This design comes from an exercise in tuning for small area, a short achievable clock period and few clock cycles on the open sky130 flow, not from production work. Function was checked by simulation only, so behaviour that the tests miss may differ from the original. Power is estimated from default activity; no workload was simulated.

==> nickel <==
==> flow/design.v <==
module slc_ack_engine (
    input  wire        clk,
    input  wire        rst,           
    input  wire        cmd_valid,
    output wire        cmd_ready,
    input  wire [2:0]  cmd_code,
    input  wire [7:0]  cmd_op,
    input  wire [31:0] cmd_slid,
    input  wire [15:0] cmd_pkg,
    input  wire [7:0]  cmd_rssi,
    input  wire [6:0]  cmd_plen,
    input  wire [7:0]  cmd_arg,
    input  wire [31:0] cmd_now,
    input  wire        cmd_present,
    output reg         ev_valid,
    output reg  [1:0]  ev_kind,
    output reg  [3:0]  ev_h,
    output reg  [7:0]  ev_op,
    output reg  [31:0] ev_slid,
    output reg  [15:0] ev_pkg,
    output reg  [7:0]  ev_rssi,
    output reg  [6:0]  ev_plen,
    output reg         ev_fail,
    output reg  [7:0]  ev_code,
    output wire        res_valid,
    output reg  [4:0]  res_status,
    output reg  [2:0]  res_ack,
    output reg  [3:0]  res_exc,
    output wire [7:0]  res_op,
    output wire [31:0] res_slid,
    output wire [15:0] res_pkg,
    output wire [7:0]  res_h,
    output reg  [4:0]  res_n_resent,
    output reg  [4:0]  res_n_failed
);
    localparam N_OUT = 16;
    localparam [2:0] C_RESET = 3'd0, C_CFG = 3'd1, C_RX = 3'd2, C_SEND = 3'd3,
                     C_TICK  = 3'd4, C_CANCEL = 3'd5, C_FWD = 3'd6, C_CALL = 3'd7;
    localparam [4:0] ST_NONE = 5'd0, ST_ACK_MATCHED = 5'd4, ST_ACK_UNMATCHED = 5'd5,
                     ST_RX_SIZE_ERR = 5'd7, ST_ERR_ADDR = 5'd10, ST_ERR_UNKNOWN_OP = 5'd11,
                     ST_BRIDGE_INERT = 5'd12, ST_SENT = 5'd14, ST_SENT_RELIABLE = 5'd15,
                     ST_OUT_FULL = 5'd16, ST_REFUSED_OP = 5'd17, ST_TOO_LONG = 5'd18,
                     ST_TICKED = 5'd19, ST_CANCELLED = 5'd20, ST_NO_ENTRY = 5'd21,
                     ST_CFG_OK = 5'd22, ST_CFG_FATAL = 5'd23, ST_NOT_RUNNING = 5'd24,
                     ST_REFUSED_STATE = 5'd25;
    localparam [2:0] ACK_SIZE_ERR = 3'd4, ACK_UNEXPECTED = 3'd2, ACK_NONE = 3'd7;
    localparam [1:0] RUN_UNCONF = 2'd0, RUN_RUNNING = 2'd1, RUN_FATAL = 2'd2;
    function borrow31;
        input [30:0] a;
        input [30:0] b;
        reg   [31:0] gg, pp;
        integer w, j;
        begin
            gg = {(~a) & b, 1'b0};
            pp = {(~a) | b, 1'b0};
            for (w = 1; w < 32; w = w * 2)
                for (j = 0; j < 32; j = j + 2 * w) begin
                    gg[j + 2 * w - 1] = gg[j + 2 * w - 1] | (pp[j + 2 * w - 1] & gg[j + w - 1]);
                    pp[j + 2 * w - 1] = pp[j + 2 * w - 1] & pp[j + w - 1];
                end
            borrow31 = gg[31];
        end
    endfunction
    function [15:0] lowest16;
        input [15:0] v;
        reg   [15:0] below;
        integer j;
        begin
            below = 16'd0;
            for (j = 1; j < 16; j = j + 1)
                below[j] = below[j - 1] | v[j - 1];
            lowest16 = v & ~below;
        end
    endfunction
    function [3:0] enc16;
        input [15:0] oh;
        integer j;
        begin
            enc16 = 4'd0;
            for (j = 0; j < 16; j = j + 1)
                if (oh[j]) enc16 = enc16 | j[3:0];
        end
    endfunction
    reg [1:0]  run;
    reg [15:0] txseq;
    reg [1:0]  e_st   [0:N_OUT-1];
    reg [1:0]  e_op   [0:N_OUT-1];
    reg [11:0] e_slid [0:N_OUT-1];
    reg [15:0] e_pkg  [0:N_OUT-1];
    reg [7:0]  e_rssi [0:N_OUT-1];
    reg [6:0]  e_plen [0:N_OUT-1];
    reg [31:0] e_dl   [0:N_OUT-1];
    reg        act;           
    reg        tk_first;      
    reg [4:0]  n_sent;        
    reg        more;          
    reg [15:0] p_res;         
    reg [15:0] p_fail;        
    reg        en_op, en_slid, en_pkg, en_h, en_hh;
    wire        running  = (run == RUN_RUNNING);
    wire [3:0]  lo       = cmd_op[3:0];
    wire        known    = (cmd_op[7:4] == 4'h3);
    wire        is_ack   = (lo == 4'hC) || (lo == 4'hE);
    wire        is_brg   = (lo == 4'h2) || (lo == 4'h3);
    wire        is_rel   = (lo == 4'h0) || (lo == 4'h1) || (lo == 4'h8);
    wire        slid_ok  = (cmd_slid[31:13] == 19'd0) &&
                           (cmd_slid[12] ? (cmd_slid[11:8] == 4'd0) : (cmd_slid[11:8] != 4'd0));
    wire [11:0] slid_e   = cmd_slid[12] ? {4'd0, cmd_slid[7:0]} : cmd_slid[11:0];
    wire        too_long = cmd_op[0] ? (cmd_plen > 7'd72) : (cmd_plen > 7'd73);
    wire [31:0] now_dl   = cmd_now + 32'd100;
    wire [15:0] txseq_n  = txseq + 16'd1;
    wire [15:0] sent, match, expd, fails;
    genvar g;
    generate
        for (g = 0; g < N_OUT; g = g + 1) begin : g_cmp
            wire neg = cmd_now[31] ^ e_dl[g][31] ^ borrow31(cmd_now[30:0], e_dl[g][30:0]);
            assign sent[g]  = (e_st[g] != 2'd0);
            assign match[g] = sent[g] && (e_slid[g] == slid_e) && (e_pkg[g] == cmd_pkg) &&
                              (e_op[g][0] == cmd_op[1]);
            assign expd[g]  = sent[g] && !neg;
            assign fails[g] = (e_st[g] == 2'd3);
        end
    endgenerate
    wire [15:0] free_oh  = lowest16(~sent);              
    wire [15:0] match_oh = lowest16(match);              
    wire        any_free = ~&sent;
    wire        any_match = |match;
    wire        can_arg  = (cmd_arg[7:4] == 4'd0) && sent[cmd_arg[3:0]];
    wire        step     = act && more;                  
    wire        accept   = cmd_valid && !step;
    wire        do_rx    = accept && running && cmd_code == C_RX && known && slid_ok &&
                           is_ack && cmd_plen == 7'd1;
    wire        do_send  = accept && running && cmd_code == C_SEND && known && !is_ack &&
                           !is_brg && slid_ok && !too_long && (!is_rel || any_free);
    wire        do_rel   = do_send && is_rel;
    wire        wr_new   = accept && cmd_code == C_SEND;
    wire        do_tick  = accept && running && cmd_code == C_TICK;
    wire        do_cancel= accept && running && cmd_code == C_CANCEL && can_arg;
    wire        do_call  = accept && running && cmd_code == C_CALL;
    wire        do_reset = rst || (accept && cmd_code == C_RESET);
    wire [15:0] t_res    = expd & ~fails;
    wire [15:0] t_fail   = expd & fails;
    wire [15:0] sel      = lowest16(p_res | p_fail);
    wire [15:0] n_res    = p_res  & ~sel;
    wire [15:0] n_fail   = p_fail & ~sel;
    wire        sel_fail = |(sel & p_fail);
    reg [1:0]  m_op;
    reg [11:0] m_slid;
    reg [15:0] m_pkg;
    reg [7:0]  m_rssi;
    reg [6:0]  m_plen;
    integer k;
    always @(*) begin
        m_op = 2'd0; m_slid = 12'd0; m_pkg = 16'd0; m_rssi = 8'd0; m_plen = 7'd0;
        for (k = 0; k < N_OUT; k = k + 1) begin
            m_op   = m_op   | (e_op[k]   & {2{sel[k]}});
            m_slid = m_slid | (e_slid[k] & {12{sel[k]}});
            m_pkg  = m_pkg  | (e_pkg[k]  & {16{sel[k]}});
            m_rssi = m_rssi | (e_rssi[k] & {8{sel[k]}});
            m_plen = m_plen | (e_plen[k] & {7{sel[k]}});
        end
    end
    wire [31:0] m_slid32 = (m_slid[11:8] == 4'd0) ? {19'd0, 1'b1, 4'd0, m_slid[7:0]}
                                                  : {20'd0, m_slid};
    wire        tk_upd   = step && tk_first;
    wire [31:0] dl_data  = tk_upd ? ev_slid : now_dl;
    integer i;
    always @(posedge clk) begin
        for (i = 0; i < N_OUT; i = i + 1) begin
            if (do_reset || do_call ||
                (do_rx && match_oh[i]) ||
                (do_cancel && cmd_arg[3:0] == i) ||
                (tk_upd && p_fail[i]))
                e_st[i] <= 2'd0;
            else if (do_rel && free_oh[i])
                e_st[i] <= 2'd1;
            else if (tk_upd && p_res[i])
                e_st[i] <= e_st[i] + 2'd1;
            if (wr_new && free_oh[i]) begin
                e_op[i]   <= {cmd_op[3], cmd_op[0]};
                e_slid[i] <= slid_e;
                e_pkg[i]  <= txseq_n;
                e_rssi[i] <= cmd_rssi;
                e_plen[i] <= cmd_plen;
            end
            if ((wr_new && free_oh[i]) || (tk_upd && p_res[i]))
                e_dl[i] <= dl_data;
        end
    end
    always @(posedge clk) begin
        if (do_reset) begin
            run   <= RUN_UNCONF;
            txseq <= 16'd0;
        end else begin
            if (do_send)
                txseq <= txseq_n;
            if (accept && cmd_code == C_CFG && run == RUN_UNCONF)
                run <= (cmd_present && cmd_arg == 8'd1 && slid_ok) ? RUN_RUNNING : RUN_FATAL;
        end
    end
    wire [4:0]  nr_inc = res_n_resent + 5'd1;
    wire [4:0]  nf_inc = res_n_failed + 5'd1;
    always @(posedge clk) begin
        if (rst) begin
            act      <= 1'b0;
            more     <= 1'b0;
            ev_valid <= 1'b0;
        end else if (accept) begin
            act      <= 1'b1;
            more     <= do_tick && |expd;
            ev_valid <= (do_rx && any_match) || do_send;
        end else if (step) begin
            more     <= |(n_res | n_fail);
            ev_valid <= 1'b1;
        end else begin
            act      <= 1'b0;
            ev_valid <= 1'b0;
        end
    end
    always @(posedge clk) begin
        ev_code <= cmd_arg;
        if (step) begin
            tk_first <= 1'b0;
            if (sel_fail)
                res_n_failed <= nf_inc;
            else
                res_n_resent <= nr_inc;
            p_res    <= n_res;
            p_fail   <= n_fail;
            ev_kind  <= {1'b1, sel_fail};
            ev_fail  <= sel_fail;
            ev_h     <= enc16(sel);
            ev_op    <= {4'h3, m_op[1], 2'b00, m_op[0]};
            ev_slid  <= m_slid32;
            ev_pkg   <= m_pkg;
            ev_rssi  <= m_rssi;
            ev_plen  <= m_plen;
            res_status <= ST_TICKED;
            res_ack    <= ACK_NONE;
            res_exc    <= 4'd0;
            en_op   <= 1'b0;
            en_slid <= 1'b0;
            en_pkg  <= 1'b0;
            en_h    <= 1'b0;
            en_hh   <= 1'b0;
        end else begin
            tk_first <= 1'b1;
            p_res    <= t_res;
            p_fail   <= t_fail;
            ev_kind  <= (cmd_code == C_RX) ? 2'd3 : {1'b0, is_rel};
            ev_fail  <= 1'b0;
            ev_h     <= (cmd_code == C_RX)   ? enc16(match_oh) :
                        (cmd_code == C_SEND) ? enc16(free_oh)  : cmd_arg[3:0];
            ev_op    <= cmd_op;
            ev_slid  <= (cmd_code == C_TICK) ? now_dl : cmd_slid;
            ev_pkg   <= (cmd_code == C_SEND) ? txseq_n : cmd_pkg;
            ev_rssi  <= cmd_rssi;
            ev_plen  <= cmd_plen;
            en_op   <= 1'b0;
            en_slid <= 1'b0;
            en_pkg  <= 1'b0;
            en_h    <= 1'b0;
            en_hh   <= 1'b0;
            res_status   <= ST_NONE;
            res_ack      <= ACK_NONE;
            res_exc      <= 4'd0;
            res_n_resent <= 5'd0;
            res_n_failed <= 5'd0;
            if (cmd_code == C_RESET) begin
                res_status <= ST_NONE;
            end else if (cmd_code == C_CFG) begin
                if (run != RUN_UNCONF)
                    res_status <= ST_REFUSED_STATE;
                else if (!cmd_present) begin
                    res_status <= ST_CFG_FATAL;
                    res_exc    <= 4'd10;
                end else if (cmd_arg != 8'd1) begin
                    res_status <= ST_CFG_FATAL;
                    res_exc    <= 4'd9;
                end else if (!slid_ok) begin
                    res_status <= ST_CFG_FATAL;
                    res_exc    <= 4'd1;
                    en_slid    <= 1'b1;
                end else begin
                    res_status <= ST_CFG_OK;
                    en_slid    <= 1'b1;
                end
            end else if (!running) begin
                res_status <= ST_NOT_RUNNING;
            end else begin
                case (cmd_code)
                C_RX: begin
                    en_op <= 1'b1;
                    if (!known) begin
                        res_status <= ST_ERR_UNKNOWN_OP;
                        res_exc    <= 4'd3;
                        res_ack    <= ACK_UNEXPECTED;
                    end else begin
                        en_slid <= 1'b1;
                        en_pkg  <= 1'b1;
                        if (!slid_ok) begin
                            res_status <= ST_ERR_ADDR;
                            res_exc    <= 4'd1;
                        end else if (!is_ack)
                            res_status <= ST_REFUSED_OP;
                        else if (cmd_plen != 7'd1) begin
                            res_status <= ST_RX_SIZE_ERR;
                            res_ack    <= ACK_SIZE_ERR;
                        end else if (any_match) begin
                            res_status <= ST_ACK_MATCHED;
                            en_h       <= 1'b1;
                        end else begin
                            res_status <= ST_ACK_UNMATCHED;
                            res_ack    <= ACK_UNEXPECTED;
                        end
                    end
                end
                C_SEND: begin
                    if (!known) begin
                        res_status <= ST_ERR_UNKNOWN_OP;
                        res_exc    <= 4'd3;
                        en_op      <= 1'b1;
                    end else if (is_ack || is_brg) begin
                        res_status <= ST_REFUSED_OP;
                        en_op      <= 1'b1;
                    end else if (!slid_ok) begin
                        res_status <= ST_ERR_ADDR;
                        res_exc    <= 4'd1;
                        en_op      <= 1'b1;
                        en_slid    <= 1'b1;
                    end else if (too_long)
                        res_status <= ST_TOO_LONG;
                    else if (is_rel && !any_free)
                        res_status <= ST_OUT_FULL;
                    else begin
                        res_status <= is_rel ? ST_SENT_RELIABLE : ST_SENT;
                        en_op    <= 1'b1;
                        en_slid  <= 1'b1;
                        en_pkg   <= 1'b1;
                        en_h     <= is_rel;
                    end
                end
                C_TICK:
                    res_status <= ST_TICKED;
                C_CANCEL: begin
                    res_status <= can_arg ? ST_CANCELLED : ST_NO_ENTRY;
                    en_h       <= 1'b1;
                    en_hh      <= 1'b1;
                end
                C_FWD:
                    res_status <= ST_BRIDGE_INERT;
                default: begin  
                    res_status   <= ST_CANCELLED;
                    res_n_failed <= n_sent;
                end
                endcase
            end
        end
    end
    always @(posedge clk) begin
        if (do_reset || do_call)
            n_sent <= 5'd0;
        else if (do_rel)
            n_sent <= n_sent + 5'd1;
        else if ((do_rx && any_match) || do_cancel || (step && sel_fail))
            n_sent <= n_sent - 5'd1;
    end
    assign cmd_ready = !step;
    assign res_valid = act && !more;
    assign res_op   = ev_op   & {8{en_op}};
    assign res_slid = ev_slid & {32{en_slid}};
    assign res_pkg  = ev_pkg  & {16{en_pkg}};
    assign res_h    = {ev_code[7:4] & {4{en_hh}}, ev_h & {4{en_h}}};
endmodule
==> flow/run.sh <==
#!/bin/bash
# synth_recipe.tcl (not shown) runs the flow's synth.tcl, then flattens the netlist and writes it again
# the make line also repeats each setting of config.mk as NAME=value (left out here)
make -C /OpenROAD-flow-scripts/flow DESIGN_CONFIG=/design/flow/config.mk WORK_HOME=/design/flow/orfs CLKGATE_MAP_FILE= SYNTH_SCRIPT=/design/flow/synth_recipe.tcl finish
==> flow/config.mk <==
export PLATFORM = sky130hd
export DESIGN_NAME = slc_ack_engine
export DESIGN_NICKNAME = slc_ack_engine
export VERILOG_FILES = /design/flow/design.v
export SDC_FILE = /design/flow/constraint.sdc
export NUM_CORES = 4
export LEC_CHECK = 0
export CAP_MARGIN = 20
export CORE_MARGIN = 2
export CORE_UTILIZATION = 55
export CTS_BUF_LIST = sky130_fd_sc_hd__clkbuf_8
export CTS_CLUSTER_DIAMETER = 60
export CTS_CLUSTER_SIZE = 16
export PLACE_DENSITY = 0.72
export SETUP_SLACK_MARGIN = 3.5
export SLEW_MARGIN = 20
==> flow/constraint.sdc <==
create_clock -name core_clock -period 7.0 [get_ports {clk}]
set_input_delay 1.4000 -clock core_clock [delete_from_list [all_inputs] [get_ports {clk}]]
set_output_delay 1.4000 -clock core_clock [all_outputs]
set_load 0.01 [all_outputs]
==> pepper (differences from nickel) <==
--- a/flow/design.v
+++ b/flow/design.v
@@ -113,7 +113,8 @@
     genvar g;
     generate
         for (g = 0; g < N_OUT; g = g + 1) begin : g_cmp
-            wire neg = cmd_now[31] ^ e_dl[g][31] ^ borrow31(cmd_now[30:0], e_dl[g][30:0]);
+            wire neg;
+            slc_ack_dl_cmp u_cmp (.n_now(~cmd_now), .dl(e_dl[g]), .neg(neg));
             assign sent[g]  = (e_st[g] != 2'd0);
             assign match[g] = sent[g] && (e_slid[g] == slid_e) && (e_pkg[g] == cmd_pkg) &&
                               (e_op[g][0] == cmd_op[1]);
@@ -372,3 +373,21 @@
     assign res_pkg  = ev_pkg  & {16{en_pkg}};
     assign res_h    = {ev_code[7:4] & {4{en_hh}}, ev_h & {4{en_h}}};
 endmodule
+module slc_ack_dl_cmp (
+    input  wire [31:0] n_now,     
+    input  wire [31:0] dl,
+    output wire        neg
+);
+    reg [31:0] gg, pp;
+    integer w, j;
+    always @(*) begin
+        gg = {n_now[30:0] & dl[30:0], 1'b0};
+        pp = {n_now[30:0] | dl[30:0], 1'b0};
+        for (w = 1; w < 32; w = w * 2)
+            for (j = 0; j < 32; j = j + 2 * w) begin
+                gg[j + 2 * w - 1] = gg[j + 2 * w - 1] | (pp[j + 2 * w - 1] & gg[j + w - 1]);
+                pp[j + 2 * w - 1] = pp[j + 2 * w - 1] & pp[j + w - 1];
+            end
+    end
+    assign neg = ~n_now[31] ^ dl[31] ^ gg[31];
+endmodule
==> flow/flow/run.sh (new file) <==
#!/bin/bash
# The standard layout (the standard.sh: standard synthesis and ORFS from
# floorplan to finish), with one change: the buffers that ORFS puts on every
# input and output port are sky130_fd_sc_hd__buf_1 instead of the cell ORFS
# picks by default (a clkdlybuf4s50 delay buffer). The timing repair resizes
# them afterwards as it needs. All of make's output (Yosys, OpenROAD, KLayout)
# goes to standard.log here; ORFS keeps each step's own log under orfs/logs.
set -uo pipefail
bash standard.sh "BUFFER_PORTS_ARGS=-inputs -outputs -buffer_cell sky130_fd_sc_hd__buf_1" finish > standard.log 2>&1
status=$?
echo "standard.sh exited with $status"
exit $status
==> flow/standard.sh (new file) <==
#!/bin/bash
# synth_recipe.tcl (not shown) runs the flow's synth.tcl, then flattens the netlist and writes it again
# the make line also repeats each setting of config.mk as NAME=value (left out here)
make -C /OpenROAD-flow-scripts/flow DESIGN_CONFIG=/design/flow/config.mk WORK_HOME=/design/flow/orfs CLKGATE_MAP_FILE= SYNTH_SCRIPT=/design/flow/synth_recipe.tcl "${@:-finish}"
--- a/flow/config.mk
+++ b/flow/config.mk
@@ -7,10 +7,12 @@
 export LEC_CHECK = 0
 export CAP_MARGIN = 20
 export CORE_MARGIN = 2
-export CORE_UTILIZATION = 55
+export CORE_UTILIZATION = 45
 export CTS_BUF_LIST = sky130_fd_sc_hd__clkbuf_8
 export CTS_CLUSTER_DIAMETER = 60
 export CTS_CLUSTER_SIZE = 16
-export PLACE_DENSITY = 0.72
+export PLACE_DENSITY = 0.65
 export SETUP_SLACK_MARGIN = 3.5
 export SLEW_MARGIN = 20
+export SYNTH_HIERARCHICAL = 1
+export SYNTH_MINIMUM_KEEP_SIZE = 0
removed: flow/run.sh
==> lagoon (differences from nickel) <==
--- a/flow/design.v
+++ b/flow/design.v
@@ -113,7 +113,8 @@
     genvar g;
     generate
         for (g = 0; g < N_OUT; g = g + 1) begin : g_cmp
-            wire neg = cmd_now[31] ^ e_dl[g][31] ^ borrow31(cmd_now[30:0], e_dl[g][30:0]);
+            wire neg;
+            slc_ack_dl_cmp u_cmp (.n_now(~cmd_now), .dl(e_dl[g]), .neg(neg));
             assign sent[g]  = (e_st[g] != 2'd0);
             assign match[g] = sent[g] && (e_slid[g] == slid_e) && (e_pkg[g] == cmd_pkg) &&
                               (e_op[g][0] == cmd_op[1]);
@@ -372,3 +373,21 @@
     assign res_pkg  = ev_pkg  & {16{en_pkg}};
     assign res_h    = {ev_code[7:4] & {4{en_hh}}, ev_h & {4{en_h}}};
 endmodule
+module slc_ack_dl_cmp (
+    input  wire [31:0] n_now,     
+    input  wire [31:0] dl,
+    output wire        neg
+);
+    reg [31:0] gg, pp;
+    integer w, j;
+    always @(*) begin
+        gg = {n_now[30:0] & dl[30:0], 1'b0};
+        pp = {n_now[30:0] | dl[30:0], 1'b0};
+        for (w = 1; w < 32; w = w * 2)
+            for (j = 0; j < 32; j = j + 2 * w) begin
+                gg[j + 2 * w - 1] = gg[j + 2 * w - 1] | (pp[j + 2 * w - 1] & gg[j + w - 1]);
+                pp[j + 2 * w - 1] = pp[j + 2 * w - 1] & pp[j + w - 1];
+            end
+    end
+    assign neg = ~n_now[31] ^ dl[31] ^ gg[31];
+endmodule
==> flow/flow/run.sh (new file) <==
#!/bin/bash
# The standard layout (the standard.sh: standard synthesis and ORFS from
# floorplan to finish), with one change: the buffers that ORFS puts on every
# input and output port are sky130_fd_sc_hd__buf_1 instead of the cell ORFS
# picks by default (a clkdlybuf4s50 delay buffer). The timing repair resizes
# them afterwards as it needs. All of make's output (Yosys, OpenROAD, KLayout)
# goes to standard.log here; ORFS keeps each step's own log under orfs/logs.
set -uo pipefail
bash standard.sh "BUFFER_PORTS_ARGS=-inputs -outputs -buffer_cell sky130_fd_sc_hd__buf_1" finish > standard.log 2>&1
status=$?
echo "standard.sh exited with $status"
exit $status
==> flow/standard.sh (new file) <==
#!/bin/bash
# synth_recipe.tcl (not shown) runs the flow's synth.tcl, then flattens the netlist and writes it again
# the make line also repeats each setting of config.mk as NAME=value (left out here)
make -C /OpenROAD-flow-scripts/flow DESIGN_CONFIG=/design/flow/config.mk WORK_HOME=/design/flow/orfs CLKGATE_MAP_FILE= SYNTH_SCRIPT=/design/flow/synth_recipe.tcl "${@:-finish}"
--- a/flow/config.mk
+++ b/flow/config.mk
@@ -12,5 +12,7 @@
 export CTS_CLUSTER_DIAMETER = 60
 export CTS_CLUSTER_SIZE = 16
 export PLACE_DENSITY = 0.72
-export SETUP_SLACK_MARGIN = 3.5
+export SETUP_SLACK_MARGIN = 3.9
 export SLEW_MARGIN = 20
+export SYNTH_HIERARCHICAL = 1
+export SYNTH_MINIMUM_KEEP_SIZE = 0
removed: flow/run.sh
==> reports/results.tsv <==
stage	metric	value	unit
pwr	Max VDD drop	196	uV
placement	placed cells	7280	
clock_tree	number of CTS-inserted buffers	115	
critical_path	Data required, critical path	7.78	ns
critical_path	cell breakdown of the critical path	buf_1 -> nor4_4 -> nand2_2 -> nor4_4 -> buf_4 -> nand4_1 -> buf_4 -> buf_4 -> buf_4 -> buf_4 -> buf_4 -> buf_4 -> buf_4 -> buf_4 -> buf_4 -> nor2_1 -> xnor2_1 -> nor2_1	
critical_path	Critical Path Slowest Stage Cell	nor4_4	
die	die height	384	um
pwr	Reg power frac	60.7	%
finish	diode count	8	
run_status	status	complete, no violations	
routing	met1 wire length	88200	um
pwr	pwr dens	205	nW/um^2
die	FP Rows	139	
routing	met3 WL	26800	um
Source of the figures above: pepper

==> reports/results.tsv <==
stage	metric	value	unit
run_status	status	complete, no violations	
critical_path	Critical Path Slowest Stage Cell	a211oi_4	
die	die height	351	um
critical_path	cell breakdown of the critical path	clkbuf_4 -> clkinvlp_4 -> buf_4 -> buf_4 -> maj3_1 -> maj3_1 -> a21oi_2 -> o22ai_2 -> a211oi_4 -> mux2_4 -> o21bai_4 -> o41a_1	
routing	met1 wire length	82000	um
pwr	Max VDD drop	186	uV
routing	met3 WL	30000	um
critical_path	Data required, critical path	7.77	ns
die	FP Rows	127	
pwr	Reg power frac	58.7	%
placement	placed cells	7059	
Source of the figures above: nickel

==> reports/results.tsv <==
stage	metric	value	unit
run_status	status	complete, no violations	
clock_tree	number of CTS-inserted buffers	118	
pwr	Max VDD drop	171	uV
critical_path	Data required, critical path	7.74	ns
pwr	Reg power frac	59.6	%
routing	met3 WL	33900	um
routing	met1 wire length	82800	um
die	die height	348	um
critical_path	Critical Path Slowest Stage Cell	a2111oi_4	
Source of the figures above: lagoon

Testbench counts of nickel, summed over its fixed seeds: cycles 6,180.
Testbench counts of pepper, summed over its fixed seeds: cycles 6,180.
Testbench counts of lagoon, summed over its fixed seeds: cycles 6,180.

separate check: timing with driven ports:
Ports are ideal in the flow. The routed layouts listed here were re-timed in OpenROAD.
Step 1 sets driving cells, clkbuf_16 on the clock port and buf_2 on the other inputs (assumed; they add their load-dependent delay and slew).
Step 2 adds t to the input delays and takes it off the output delays; t is the mean of the earliest and latest rising clock arrival at the registers after step 1. Input paths then give back, and output paths get back, about the clock's delay inside the block.
Three values: no drivers, after step 1, after step 2; two values: the first two.
run | t, ns | setup WS [ns] | hold WS [ns]
nickel | 0.930 | 3.322 / 3.322 / 2.392 | 0.513 / 0.513 / 0.513
pepper | 0.965 | 3.321 / 3.294 / 2.329 | 0.516 / 0.516 / 0.516
lagoon | 0.950 | 3.376 / 3.402 / 2.452 | 0.513 / 0.513 / 0.513
After both steps every run listed still meets setup and hold. The setup slack of pepper, which loses most, moves by -0.027 ns with the drivers and by -0.992 ns with both steps.
